Context: an optimization exercise on an open-source flow, tuned for a short achievable clock period. The choices shown serve that exercise and are no tape-out recipe. Function was checked by simulation only, so behaviour that the tests miss may differ from the original. Power is estimated from default activity; no workload was simulated.

File: flow/flow/run.sh
#!/bin/bash
# Standard layout (the standard.sh, standard synthesis unchanged), with:
#  - the resizer's setup repair aiming at a larger slack, so it keeps
#    improving paths that already meet the clock,
#  - resizing not held to the same cell footprint,
#  - port buffers of a plain buffer cell instead of a delay cell.
set -euo pipefail
bash standard.sh \
  SETUP_SLACK_MARGIN=56 \
  MATCH_CELL_FOOTPRINT=0 \
  "BUFFER_PORTS_ARGS=-buffer_cell sky130_fd_sc_hd__buf_4" \
  finish > standard.log 2>&1
File: flow/standard.sh
#!/bin/bash
# synth_recipe.tcl (not shown) runs the flow's synth.tcl, then flattens the netlist and writes it again
# the make line also repeats each setting of config.mk as NAME=value (left out here)
make -C /OpenROAD-flow-scripts/flow DESIGN_CONFIG=/design/flow/config.mk WORK_HOME=/design/flow/orfs CLKGATE_MAP_FILE= SYNTH_SCRIPT=/design/flow/synth_recipe.tcl "${@:-finish}"
File: flow/config.mk
export PLATFORM = sky130hd
export DESIGN_NAME = imu_frame_decoder
export DESIGN_NICKNAME = imu_frame_decoder
export VERILOG_FILES = /design/flow/design.v
export SDC_FILE = /design/flow/constraint.sdc
export NUM_CORES = 4
export LEC_CHECK = 0
export CAP_MARGIN = 40
export CORE_MARGIN = 2
export CORE_UTILIZATION = 60
export CTS_CLUSTER_DIAMETER = 150
export CTS_CLUSTER_SIZE = 30
export SLEW_MARGIN = 40
export SYNTH_HIERARCHICAL = 1
File: flow/constraint.sdc
create_clock -name core_clock -period 70.0 [get_ports {clk}]
set_input_delay 14.0000 -clock core_clock [delete_from_list [all_inputs] [get_ports {clk}]]
set_output_delay 14.0000 -clock core_clock [all_outputs]
set_load 0.01 [all_outputs]
File: flow/design.v
module imu_s16_to_f32 #(
    parameter integer MULT  = 1,
    parameter integer SHIFT = 0
) (
    input  wire [15:0] raw,
    output reg  [31:0] f
);
    wire        sign  = raw[15];
    wire [15:0] mag16 = sign ? (~raw + 16'd1) : raw;    
    wire [23:0] mag   = mag16 * MULT;                    
    integer     i;
    reg   [4:0] msb;
    reg  [23:0] norm;
    reg   [7:0] expo;
    always @(*) begin
        msb = 5'd0;
        for (i = 0; i < 24; i = i + 1)
            if (mag[i]) msb = i[4:0];
        norm = mag << (5'd23 - msb);
        expo = 8'd127 + {3'd0, msb} - SHIFT[7:0];
        if (mag == 24'd0)
            f = 32'h0000_0000;
        else
            f = {sign, expo, norm[22:0]};
    end
endmodule
module imu_temp_conv (
    input  wire [15:0] raw,
    output reg  [31:0] f
);
    wire [16:0] n    = {raw[15], raw} + 17'd12325;
    wire [16:0] nn   = {~raw[15], ~raw} - 17'd12324;
    wire        sign = n[16];
    wire [15:0] m    = sign ? nn[15:0] : n[15:0];    
    integer     i;
    reg   [3:0] s;
    reg  [15:0] mn;
    reg  [17:0] y;
    reg   [9:0] sd;            
    reg   [9:0] a0;
    reg   [7:0] b;
    reg   [9:0] a;
    reg   [5:0] t6;
    reg   [6:0] t7;
    reg   [7:0] bi;
    reg  [22:0] man;
    reg   [7:0] expo;
    always @(*) begin
        s = 4'd0;
        for (i = 0; i < 16; i = i + 1)
            if (m[i]) s = 4'd15 - i[3:0];
        mn = m << s;
        y  = {2'b00, mn} + {1'b0, mn, 1'b0};
        sd = {8'd0, y[17:16]} + {2'd0, y[15:8]} + {2'd0, y[7:0]};
        a0 = {y[17:8]} + {8'd0, y[17:16]};
        if (sd >= 10'd510) begin
            b = sd[7:0] - 8'd254;               
            a = a0 + 10'd2;
        end else if (sd >= 10'd255) begin
            b = sd[7:0] + 8'd1;                 
            a = a0 + 10'd1;
        end else begin
            b = sd[7:0];
            a = a0;
        end
        if (a[9]) begin
            t6  = b[7:2] + {5'd0, b[1]};
            bi  = b + {7'd0, b[1] & (&b[7:2])};
            man = {a[8:0], bi, t6};
            expo = 8'd134 - {4'd0, s};
        end else begin
            t7  = b[7:1] + {6'd0, b[0]};
            bi  = b + {7'd0, b[0] & (&b[7:1])};
            man = {a[7:0], bi, t7};
            expo = 8'd133 - {4'd0, s};
        end
        if (m == 16'd0)
            f = 32'h0000_0000;
        else
            f = {sign, expo, man};
    end
endmodule
module imu_late (
    input  wire [7:0] in_byte,
    input  wire [7:0] csum,
    input  wire       in_valid,
    input  wire       rst,
    input  wire       p_last,
    input  wire       p_acc,
    input  wire       p_gyro,
    input  wire       p_ang,
    input  wire       p_mag,
    input  wire       p_temp,
    input  wire       p_known,
    output wire       eq,
    output wire       is_hdr,
    output wire       e_any,
    output wire       e_acc,
    output wire       e_gyro,
    output wire       e_ang,
    output wire       e_mag,
    output wire       e_temp,
    output wire       e_known
);
    assign eq     = (in_byte == csum);
    assign is_hdr = (in_byte == 8'h55);
    wire   hit    = in_valid && eq;
    assign e_any   = (hit && p_last)  || rst;
    assign e_acc   = (hit && p_acc)   || rst;
    assign e_gyro  = (hit && p_gyro)  || rst;
    assign e_ang   = (hit && p_ang)   || rst;
    assign e_mag   = (hit && p_mag)   || rst;
    assign e_temp  = (hit && p_temp)  || rst;
    assign e_known = (hit && p_known) || rst;
endmodule
module imu_frame_decoder (
    input  wire        clk,
    input  wire        rst,         
    input  wire        in_valid,
    input  wire [7:0]  in_byte,
    input  wire [31:0] now,
    output reg  [1:0]  fstate,
    output wire [31:0] acc_x,
    output wire [31:0] acc_y,
    output wire [31:0] acc_z,
    output wire [31:0] gyro_x,
    output wire [31:0] gyro_y,
    output wire [31:0] gyro_z,
    output wire [31:0] angle_x,
    output wire [31:0] angle_y,
    output wire [31:0] angle_z,
    output wire [31:0] mag_x,
    output wire [31:0] mag_y,
    output wire [31:0] mag_z,
    output reg  [31:0] temp,
    output reg  [15:0] version,
    output reg  [31:0] ts,
    output reg         valid,
    output reg  [31:0] wd_last
);
    localparam [1:0] S_IDLE        = 2'd0;
    localparam [1:0] S_RECEIVING   = 2'd1;
    localparam [1:0] S_FRAME_READY = 2'd2;
    localparam [1:0] S_FRAME_ERROR = 2'd3;
    localparam [7:0] HDR       = 8'h55;
    localparam [7:0] TAG_ACC   = 8'h51;
    localparam [7:0] TAG_GYRO  = 8'h52;
    localparam [7:0] TAG_ANGLE = 8'h53;
    localparam [7:0] TAG_MAG   = 8'h54;
    reg [31:8] acc_x_r;
    reg [31:8] acc_y_r;
    reg [31:8] acc_z_r;
    reg [31:8] mag_x_r;
    reg [31:8] mag_y_r;
    reg [31:8] mag_z_r;
    reg [31:2] gyro_x_r;
    reg [31:2] gyro_y_r;
    reg [31:2] gyro_z_r;
    reg [31:3] angle_x_r;
    reg [31:3] angle_y_r;
    reg [31:3] angle_z_r;
    assign acc_x = {acc_x_r, 8'd0};
    assign acc_y = {acc_y_r, 8'd0};
    assign acc_z = {acc_z_r, 8'd0};
    assign mag_x = {mag_x_r, 8'd0};
    assign mag_y = {mag_y_r, 8'd0};
    assign mag_z = {mag_z_r, 8'd0};
    assign gyro_x = {gyro_x_r, 2'd0};
    assign gyro_y = {gyro_y_r, 2'd0};
    assign gyro_z = {gyro_z_r, 2'd0};
    assign angle_x = {angle_x_r, 3'd0};
    assign angle_y = {angle_y_r, 3'd0};
    assign angle_z = {angle_z_r, 3'd0};
    reg [7:0] fb1, fb2, fb3, fb4, fb5, fb6, fb7, fb8, fb9;
    reg [10:1] cur;
    wire recv = (fstate == S_RECEIVING);
    reg  [7:0] s8;
    always @(posedge clk)
        s8 <= HDR + fb1 + fb2 + fb3 + fb4 + fb5 + fb6 + fb7 + fb8;
    wire [7:0] csum = s8 + fb9;
    wire [15:0] raw0 = {fb3, fb2};
    wire [15:0] raw1 = {fb5, fb4};
    wire [15:0] raw2 = {fb7, fb6};
    wire [15:0] raw3 = {fb9, fb8};
    wire [31:0] acc0_f, acc1_f, acc2_f;
    wire [31:0] gyro0_f, gyro1_f, gyro2_f;
    wire [31:0] ang0_f, ang1_f, ang2_f;
    wire [31:0] mag0_f, mag1_f, mag2_f;
    wire [31:0] temp_f;
    imu_s16_to_f32 #(.MULT(1),   .SHIFT(11)) u_acc0  (.raw(raw0), .f(acc0_f));
    imu_s16_to_f32 #(.MULT(1),   .SHIFT(11)) u_acc1  (.raw(raw1), .f(acc1_f));
    imu_s16_to_f32 #(.MULT(1),   .SHIFT(11)) u_acc2  (.raw(raw2), .f(acc2_f));
    imu_s16_to_f32 #(.MULT(125), .SHIFT(11)) u_gyro0 (.raw(raw0), .f(gyro0_f));
    imu_s16_to_f32 #(.MULT(125), .SHIFT(11)) u_gyro1 (.raw(raw1), .f(gyro1_f));
    imu_s16_to_f32 #(.MULT(125), .SHIFT(11)) u_gyro2 (.raw(raw2), .f(gyro2_f));
    imu_s16_to_f32 #(.MULT(45),  .SHIFT(13)) u_ang0  (.raw(raw0), .f(ang0_f));
    imu_s16_to_f32 #(.MULT(45),  .SHIFT(13)) u_ang1  (.raw(raw1), .f(ang1_f));
    imu_s16_to_f32 #(.MULT(45),  .SHIFT(13)) u_ang2  (.raw(raw2), .f(ang2_f));
    imu_s16_to_f32 #(.MULT(1),   .SHIFT(0))  u_mag0  (.raw(raw0), .f(mag0_f));
    imu_s16_to_f32 #(.MULT(1),   .SHIFT(0))  u_mag1  (.raw(raw1), .f(mag1_f));
    imu_s16_to_f32 #(.MULT(1),   .SHIFT(0))  u_mag2  (.raw(raw2), .f(mag2_f));
    imu_temp_conv                            u_temp  (.raw(raw3), .f(temp_f));
    reg p_last, p_acc, p_gyro, p_ang, p_mag, p_temp, p_known;
    wire nx_last = recv && cur[9];
    always @(posedge clk) begin
        if (rst) begin
            p_last <= 1'b0; p_acc <= 1'b0; p_gyro <= 1'b0; p_ang <= 1'b0;
            p_mag  <= 1'b0; p_temp <= 1'b0; p_known <= 1'b0;
        end else if (in_valid) begin
            p_last  <= nx_last;
            p_acc   <= nx_last && (fb1 == TAG_ACC);
            p_gyro  <= nx_last && (fb1 == TAG_GYRO);
            p_ang   <= nx_last && (fb1 == TAG_ANGLE);
            p_mag   <= nx_last && (fb1 == TAG_MAG);
            p_temp  <= nx_last && (fb1 == TAG_ACC || fb1 == TAG_MAG);
            p_known <= nx_last && (fb1 >= TAG_ACC && fb1 <= TAG_MAG);
        end
    end
    wire eq, is_hdr;
    wire e_any, e_acc, e_gyro, e_ang, e_mag, e_temp, e_known;
    imu_late u_late (
        .in_byte(in_byte), .csum(csum), .in_valid(in_valid), .rst(rst),
        .p_last(p_last), .p_acc(p_acc), .p_gyro(p_gyro), .p_ang(p_ang),
        .p_mag(p_mag), .p_temp(p_temp), .p_known(p_known),
        .eq(eq), .is_hdr(is_hdr),
        .e_any(e_any), .e_acc(e_acc), .e_gyro(e_gyro), .e_ang(e_ang),
        .e_mag(e_mag), .e_temp(e_temp), .e_known(e_known)
    );
    always @(posedge clk) begin
        if (in_valid && recv) begin
            if (cur[1]) fb1 <= in_byte;
            if (cur[2]) fb2 <= in_byte;
            if (cur[3]) fb3 <= in_byte;
            if (cur[4]) fb4 <= in_byte;
            if (cur[5]) fb5 <= in_byte;
            if (cur[6]) fb6 <= in_byte;
            if (cur[7]) fb7 <= in_byte;
            if (cur[8]) fb8 <= in_byte;
            if (cur[9]) fb9 <= in_byte;
        end
    end
    always @(posedge clk) begin
        if (rst) begin
            fstate <= S_IDLE;
            cur    <= 10'd1;
        end else if (in_valid) begin
            if (recv) begin
                if (p_last)
                    fstate <= eq ? S_FRAME_READY : S_FRAME_ERROR;
                cur <= {cur[9:1], 1'b0};
            end else begin
                fstate <= is_hdr ? S_RECEIVING : S_IDLE;
                cur    <= 10'd1;
            end
        end
    end
    wire       z    = ~rst;
    always @(posedge clk) begin
        if (e_any)  wd_last <= now & {32{z}};
        if (e_acc)  begin
            acc_x_r <= acc0_f[31:8] & {24{z}};
            acc_y_r <= acc1_f[31:8] & {24{z}};
            acc_z_r <= acc2_f[31:8] & {24{z}};
        end
        if (e_gyro) begin
            gyro_x_r <= gyro0_f[31:2] & {30{z}};
            gyro_y_r <= gyro1_f[31:2] & {30{z}};
            gyro_z_r <= gyro2_f[31:2] & {30{z}};
        end
        if (e_ang)  begin
            angle_x_r <= ang0_f[31:3] & {29{z}};
            angle_y_r <= ang1_f[31:3] & {29{z}};
            angle_z_r <= ang2_f[31:3] & {29{z}};
            version   <= raw3 & {16{z}};
        end
        if (e_mag)  begin
            mag_x_r <= mag0_f[31:8] & {24{z}};
            mag_y_r <= mag1_f[31:8] & {24{z}};
            mag_z_r <= mag2_f[31:8] & {24{z}};
        end
        if (e_temp)  temp <= temp_f & {32{z}};
        if (e_known) begin
            ts    <= now & {32{z}};
            valid <= z;
        end
    end
endmodule
==> results.txt, run 1 <==
status = finished clean
FP Rows = 119
# Max-Cap Violations = 0
violation count after the first detailed-route iteration = 6314
Clock power frac = 0.294
Final Hold Fails = 0
Psw = 162.3 uW
crit path max-delay cell type = edfxtp_1
nature of the critical path startpoint = flip-flop
IO Pins = 542
Peak Freq = 64.98 MHz
WHS = 496.8 ps
period utilization = 0.2198
Sequential Power Share = 0.572
first-pass GRT wire length = 313700 um
GRT Total Usage = 0.3566
WP data required = 56000 ps
Yosys Warn Count = 12
total number of vias = 59160
Sw Share = 0.2529
WS Path Type = flip-flop to output port
initial core utilization = 0.6068
Antenna diodes = 0
hold crit path type = flip-flop to flip-flop
number of iterations in the first detailed-routing pass = 8
total grt overflow = 0
DP HPWL = 142600 um
CTS tree = yes
Syn Std Cell Area = 64140 um2
Clk Latency, worst-skew pair = 670 ps
CP bufs+invs = 1
Tmin final = 15390 ps
count of input and output buffers = 478
RSZ-0062 raised after global routing = yes
VDD IR-drop max = 20.29 uV
Worst-Margin Slew = 866.9 ps
Critical Path End Type = output port
Cell Chain, Critical Path = buf_6
Slew Limit Fails = 0
WL per Instance = 22.91 um
most frequent cells in the layout = 682 x inv_1, 506 x edfxtp_1, 475 x nor2_1, 462 x buf_6, 415 x a21oi_1
pwr dens = 8.390 nW/um2
crit-path max FO = 1
fraction of layout cells with a size suffix above 1 = 0.1922
cts bufs inserted = 24
WL final = 207700 um
gpl congestion = 0.9389
clk sinks = 532
Die Y = 331.0 um
Layout Skew = 54.27 ps
Root Buffer = clkbuf_16
fin nets = 8367
commonest non-fill, non-tap cell in the layout = inv_1
Fin Setup TNS = 0 ps
Logic pwr share = 0.134
clock slew at reported path FFs = 120 ps
via-per-instance ratio = 6.526
mean area per synthesized cell = 8.915 um2
crit path DAT = 1390 ps
leakage power = 0.03238 uW
delay-heaviest family, CP = flip-flops
Post-DRT Antenna Nets = 0
die footprint = 109500 um2
Core ar. = 105700 um2
CTS Buffer Depth = 3
H-tree levels = 1
die width = 331.0 um
Syn Inst Count = 7195
largest net degree at the start of global routing = 75
Max stage delay on crit path = 530 ps
initial antenna violation count = 0
Area growth, synth to finish = 19.25%
Pint = 479.4 uW
vias in the first global route = 55280
DR DRC count = 0
Setup violations, final = 0
Slew headroom = 0.4159
[per-layer routing]
| metal | track usage | vias to the layer above | share of wire |
|---|---|---|---|
| met5 | 0 | - | 0 |
| met4 | 0.1155 | 0 | 0.036 |
| met3 | 0.05725 | 465 | 0.088 |
| met2 | 0.5824 | 2922 | 0.47 |
| met1 | 0.4842 | 28750 | 0.40 |
| li1 | - | 27030 | - |
[flip-flops by register name, indices dropped and copies added, names as in the netlist, 30 cells and up]
name,count
temp,32
ts,32
wd_last,32
gyro_x_r,30
gyro_y_r,30
gyro_z_r,30
[power groups by stage]
stage               registers, uW  clock network [uW]  logic (uW)
floorplan                     377                   0        17.8
global placement              372                   0        43.8
detailed placement            372                   0        44.9
CTS                           366                 189        72.9
global route                  368                 198        88.7
finish                        367                 189        86.2
[worst paths after layout]
path	startpoint	end	slack, ps	cells after the start
hold / removal	p_gyro	p_gyro	500	2
hold reg to reg	p_gyro	p_gyro	500	2
setup / recovery	acc_x_r[24]	acc_x[24]	54610	1
setup reg to reg	fb8[3]	temp[12]	56830	54
[final cells by class]
cell class | instances | area, um2
multi-input cells | 5619 | 45610
fillers | 7956 | 29220
clock inverters | 8 | 157.7
repair buffers | 772 | 9867
inverters | 709 | 2735
clock buffers | 34 | 659.4
flip-flops and latches | 532 | 15720
well taps | 1391 | 1740
repair inverters | 1 | 7.507
[through the flow]
stage	instance area, um2	setup WS [ps]	power [uW]	cells	utilization
global placement	68350	53100	415.7	8801	0.6466
detailed placement	68480	53050	416.7	8804	0.6478
CTS	73850	54600	627.8	9003	0.6986
finish	76490	54610	641.8	9066	0.7236
global route	76490	54590	654.6	9066	0.7236
floorplan	64990	52510	394.9	7257	-
[timing repair]
item / in CTS / in global routing
pin swaps: 28 / 13
hold buffers: 0 / 0
setup endpoints to repair: 1388 / 1285
cloned: 97 / 21
resized for setup: 575 / 392
setup buffers: 60 / 42
==> run 2: changes to the inputs <==
--- a/flow/design.v
+++ b/flow/design.v
@@ -85,5 +85,4 @@
     input  wire [7:0] csum,
     input  wire       in_valid,
-    input  wire       rst,
     input  wire       p_last,
     input  wire       p_acc,
@@ -106,11 +105,22 @@
     assign is_hdr = (in_byte == 8'h55);
     wire   hit    = in_valid && eq;
-    assign e_any   = (hit && p_last)  || rst;
-    assign e_acc   = (hit && p_acc)   || rst;
-    assign e_gyro  = (hit && p_gyro)  || rst;
-    assign e_ang   = (hit && p_ang)   || rst;
-    assign e_mag   = (hit && p_mag)   || rst;
-    assign e_temp  = (hit && p_temp)  || rst;
-    assign e_known = (hit && p_known) || rst;
+    assign e_any   = hit && p_last;
+    assign e_acc   = hit && p_acc;
+    assign e_gyro  = hit && p_gyro;
+    assign e_ang   = hit && p_ang;
+    assign e_mag   = hit && p_mag;
+    assign e_temp  = hit && p_temp;
+    assign e_known = hit && p_known;
+endmodule
+module imu_next #(
+    parameter integer W = 32
+) (
+    input  wire         rst,
+    input  wire         we,
+    input  wire [W-1:0] d,
+    input  wire [W-1:0] q,
+    output wire [W-1:0] n
+);
+    assign n = rst ? {W{1'b0}} : (we ? d : q);
 endmodule
 module imu_frame_decoder (
@@ -220,5 +230,5 @@
     wire e_any, e_acc, e_gyro, e_ang, e_mag, e_temp, e_known;
     imu_late u_late (
-        .in_byte(in_byte), .csum(csum), .in_valid(in_valid), .rst(rst),
+        .in_byte(in_byte), .csum(csum), .in_valid(in_valid),
         .p_last(p_last), .p_acc(p_acc), .p_gyro(p_gyro), .p_ang(p_ang),
         .p_mag(p_mag), .p_temp(p_temp), .p_known(p_known),
@@ -255,33 +265,56 @@
         end
     end
-    wire       z    = ~rst;
+    wire [31:0] wd_last_n;
+    imu_next #(.W(32)) u_wd_last_n (.rst(rst), .we(e_any), .d(now), .q(wd_last), .n(wd_last_n));
+    wire [23:0] acc_x_r_n;
+    imu_next #(.W(24)) u_acc_x_r_n (.rst(rst), .we(e_acc), .d(acc0_f[31:8]), .q(acc_x_r), .n(acc_x_r_n));
+    wire [23:0] acc_y_r_n;
+    imu_next #(.W(24)) u_acc_y_r_n (.rst(rst), .we(e_acc), .d(acc1_f[31:8]), .q(acc_y_r), .n(acc_y_r_n));
+    wire [23:0] acc_z_r_n;
+    imu_next #(.W(24)) u_acc_z_r_n (.rst(rst), .we(e_acc), .d(acc2_f[31:8]), .q(acc_z_r), .n(acc_z_r_n));
+    wire [29:0] gyro_x_r_n;
+    imu_next #(.W(30)) u_gyro_x_r_n (.rst(rst), .we(e_gyro), .d(gyro0_f[31:2]), .q(gyro_x_r), .n(gyro_x_r_n));
+    wire [29:0] gyro_y_r_n;
+    imu_next #(.W(30)) u_gyro_y_r_n (.rst(rst), .we(e_gyro), .d(gyro1_f[31:2]), .q(gyro_y_r), .n(gyro_y_r_n));
+    wire [29:0] gyro_z_r_n;
+    imu_next #(.W(30)) u_gyro_z_r_n (.rst(rst), .we(e_gyro), .d(gyro2_f[31:2]), .q(gyro_z_r), .n(gyro_z_r_n));
+    wire [28:0] angle_x_r_n;
+    imu_next #(.W(29)) u_angle_x_r_n (.rst(rst), .we(e_ang), .d(ang0_f[31:3]), .q(angle_x_r), .n(angle_x_r_n));
+    wire [28:0] angle_y_r_n;
+    imu_next #(.W(29)) u_angle_y_r_n (.rst(rst), .we(e_ang), .d(ang1_f[31:3]), .q(angle_y_r), .n(angle_y_r_n));
+    wire [28:0] angle_z_r_n;
+    imu_next #(.W(29)) u_angle_z_r_n (.rst(rst), .we(e_ang), .d(ang2_f[31:3]), .q(angle_z_r), .n(angle_z_r_n));
+    wire [15:0] version_n;
+    imu_next #(.W(16)) u_version_n (.rst(rst), .we(e_ang), .d(raw3), .q(version), .n(version_n));
+    wire [23:0] mag_x_r_n;
+    imu_next #(.W(24)) u_mag_x_r_n (.rst(rst), .we(e_mag), .d(mag0_f[31:8]), .q(mag_x_r), .n(mag_x_r_n));
+    wire [23:0] mag_y_r_n;
+    imu_next #(.W(24)) u_mag_y_r_n (.rst(rst), .we(e_mag), .d(mag1_f[31:8]), .q(mag_y_r), .n(mag_y_r_n));
+    wire [23:0] mag_z_r_n;
+    imu_next #(.W(24)) u_mag_z_r_n (.rst(rst), .we(e_mag), .d(mag2_f[31:8]), .q(mag_z_r), .n(mag_z_r_n));
+    wire [31:0] temp_n;
+    imu_next #(.W(32)) u_temp_n (.rst(rst), .we(e_temp), .d(temp_f), .q(temp), .n(temp_n));
+    wire [31:0] ts_n;
+    imu_next #(.W(32)) u_ts_n (.rst(rst), .we(e_known), .d(now), .q(ts), .n(ts_n));
+    wire [0:0] valid_n;
+    imu_next #(.W(1)) u_valid_n (.rst(rst), .we(e_known), .d(1'b1), .q(valid), .n(valid_n));
     always @(posedge clk) begin
-        if (e_any)  wd_last <= now & {32{z}};
-        if (e_acc)  begin
-            acc_x_r <= acc0_f[31:8] & {24{z}};
-            acc_y_r <= acc1_f[31:8] & {24{z}};
-            acc_z_r <= acc2_f[31:8] & {24{z}};
-        end
-        if (e_gyro) begin
-            gyro_x_r <= gyro0_f[31:2] & {30{z}};
-            gyro_y_r <= gyro1_f[31:2] & {30{z}};
-            gyro_z_r <= gyro2_f[31:2] & {30{z}};
-        end
-        if (e_ang)  begin
-            angle_x_r <= ang0_f[31:3] & {29{z}};
-            angle_y_r <= ang1_f[31:3] & {29{z}};
-            angle_z_r <= ang2_f[31:3] & {29{z}};
-            version   <= raw3 & {16{z}};
-        end
-        if (e_mag)  begin
-            mag_x_r <= mag0_f[31:8] & {24{z}};
-            mag_y_r <= mag1_f[31:8] & {24{z}};
-            mag_z_r <= mag2_f[31:8] & {24{z}};
-        end
-        if (e_temp)  temp <= temp_f & {32{z}};
-        if (e_known) begin
-            ts    <= now & {32{z}};
-            valid <= z;
-        end
+        wd_last <= wd_last_n;
+        acc_x_r <= acc_x_r_n;
+        acc_y_r <= acc_y_r_n;
+        acc_z_r <= acc_z_r_n;
+        gyro_x_r <= gyro_x_r_n;
+        gyro_y_r <= gyro_y_r_n;
+        gyro_z_r <= gyro_z_r_n;
+        angle_x_r <= angle_x_r_n;
+        angle_y_r <= angle_y_r_n;
+        angle_z_r <= angle_z_r_n;
+        version <= version_n;
+        mag_x_r <= mag_x_r_n;
+        mag_y_r <= mag_y_r_n;
+        mag_z_r <= mag_z_r_n;
+        temp <= temp_n;
+        ts <= ts_n;
+        valid <= valid_n;
     end
 endmodule
--- a/flow/config.mk
+++ b/flow/config.mk
@@ -9,6 +9,6 @@
 export CORE_MARGIN = 2
 export CORE_UTILIZATION = 60
-export CTS_CLUSTER_DIAMETER = 150
-export CTS_CLUSTER_SIZE = 30
+export CTS_CLUSTER_DIAMETER = 120
+export CTS_CLUSTER_SIZE = 24
 export SLEW_MARGIN = 40
 export SYNTH_HIERARCHICAL = 1
==> results.txt, run 2 <==
Post-DRT Antenna Nets = 0
RSZ-0062 raised after global routing = yes
largest net degree at the start of global routing = 118
fraction of layout cells with a size suffix above 1 = 0.2247
Fillers = 8386
WP data required = 56000 ps
violation count after the first detailed-route iteration = 5921
Core ar. = 106900 um2
total grt overflow = 0
Die Y = 332.2 um
Final Hold Fails = 0
Area growth, synth to finish = 16.35%
leakage power = 0.03098 uW
fin nets = 8939
die width = 332.2 um
initial core utilization = 0.6046
WS Path Type = flip-flop to output port
nature of the critical path startpoint = flip-flop
Tmin final = 15250 ps
fin area = 75210 um2
Yosys Warn Count = 12
most frequent cells in the layout = 917 x nor2_1, 648 x inv_1, 551 x mux2i_1, 475 x buf_6, 413 x nand2_1
Slew headroom = 0.4340
initial antenna violation count = 2
Slew Limit Fails = 0
clock slew at reported path FFs = 90 ps
status = finished clean
Syn Std Cell Area = 64640 um2
Regs by FF count = temp x32, ts x32, wd_last x32
FP Rows = 120
Post-CTS Hold Fix Bufs = 0
DP HPWL = 144100 um
CTS tree = yes
Fin Setup TNS = 0 ps
crit path DAT = 1250 ps
Cell Chain, Critical Path = buf_6
die footprint = 110400 um2
Setup violations, final = 0
WL final = 208000 um
Crit path depth = 1
DR DRC count = 0
VDD IR-drop max = 22.00 uV
via-per-instance ratio = 6.366
H-tree levels = 1
Final Non-Filler Cells = 9651
crit-path max FO = 2
final setup margin = 54750 ps
clk sinks = 532
pwr dens = 6.994 nW/um2
Worst-Margin Slew = 849.1 ps
worst reg2reg path depth = 48
cts bufs inserted = 30
period utilization = 0.2178
WHS = 498.7 ps
total number of vias = 61440
hold path depth = 2
Layout Skew = 45.65 ps
# Max-Cap Violations = 0
CTS Buffer Depth = 3
GRT Total Usage = 0.3550
crit path max-delay cell type = dfxtp_4
DP Worst Slack = 53330 ps
Cell Area, Placed = 68600 um2
Clk Latency, worst-skew pair = 710 ps
Syn Inst Count = 7776
Max stage delay on crit path = 410 ps
hold crit path type = flip-flop to flip-flop
mean area per synthesized cell = 8.313 um2
number of iterations in the first detailed-routing pass = 6
Critical Path End Type = output port
commonest non-fill, non-tap cell in the layout = nor2_1
dpl cells = 9346
IO Pins = 542
delay-heaviest family, CP = flip-flops
Peak Freq = 65.59 MHz
first-pass GRT wire length = 324800 um
CP bufs+invs = 1
gpl congestion = 0.9631
count of input and output buffers = 478
Root Buffer = clkbuf_16
WL per Instance = 21.55 um
vias in the first global route = 58720
## run 2: cell type report
type | instances | area [um2] | share of cell area
diodes | 2 | 5.005 | 0.00006655
repair buffers | 811 | 9390 | 0.1249
clock buffers | 35 | 779.5 | 0.01036
clock inverters | 12 | 150.1 | 0.001996
multi-input cells | 6177 | 48520 | 0.6451
inverters | 679 | 2631 | 0.03499
flip-flops and latches | 532 | 11980 | 0.1592
well taps | 1403 | 1755 | 0.02334
## run 2: stage by stage
step,power (uW),utilization
final,526.0,0.7035
after global placement,326.8,0.6404
after floorplan,325.0,-
after CTS,527.3,0.6929
after global routing,538.7,0.7035
after detailed placement,327.0,0.6417
## run 2: per-layer routing
| metal | vias up | track usage | wire (um) |
|---|---|---|---|
| li1 | 28800 | - | - |
| met1 | 29720 | 0.4675 | 87360 |
| met2 | 2548 | 0.5935 | 96770 |
| met3 | 365 | 0.06317 | 17410 |
| met4 | 2 | 0.1042 | 6397 |
| met5 | - | 0 | 13 |
## run 2: tightest hold or removal path: cells and delay by family (launching register included)
kind             cells  cell delay [ps]
flip-flops           1              340
AND/OR/NAND/NOR      1               70
multiplexers         1               60
## run 2: power by group
part	internal, uW	switching (uW)	leakage, uW
clock network	83.2	120	0.000452
logic	4.87	10.0	0.0259
registers	308	0.0206	0.00459
## run 2: repair_timing
action | CTS | global route
endpoints found under the setup margin | 960 | 960
pin swaps | 23 | 20
cloned | 60 | 6
buffers inserted | 122 | 64
resized for setup | 676 | 69
## run 2: path summary, 6_finish.rpt
kind | endpoint | slack (ps) | from
setup / recovery | acc_y[26] | 54750 | acc_y_r[26]
setup reg to reg | temp[12] | 56300 | fb8[1]
hold reg to reg | angle_x_r[28] | 500 | angle_x_r[28]
hold / removal | angle_x_r[28] | 500 | angle_x_r[28]

==> afterwards: timing with drivers on the ports <==
How much do the figures lean on ideal ports? The routed layouts below were timed once more, with nothing changed but the port constraints. Step 1: set_driving_cell puts a clkbuf_16 on clk and a buf_2 on each other input, an assumption about the parent block. Step 2 also shifts input and output timing later by t, the mid clock arrival at the registers, as if the neighbouring blocks saw the same clock. Slacks: ideal ports / drivers / drivers and shift; pairs: ideal ports / drivers.
run	t (ns)	setup WS [ns]	worst setup path at the end
run 1	0.737	54.612 / 54.526 / 54.046	input to register
run 2	0.773	54.754 / 54.672 / 54.012	input to register
After both steps setup and hold are still met in every run listed. The setup slack of run 2, which loses most, moves by -0.082 ns with the drivers and by -0.742 ns with both steps.
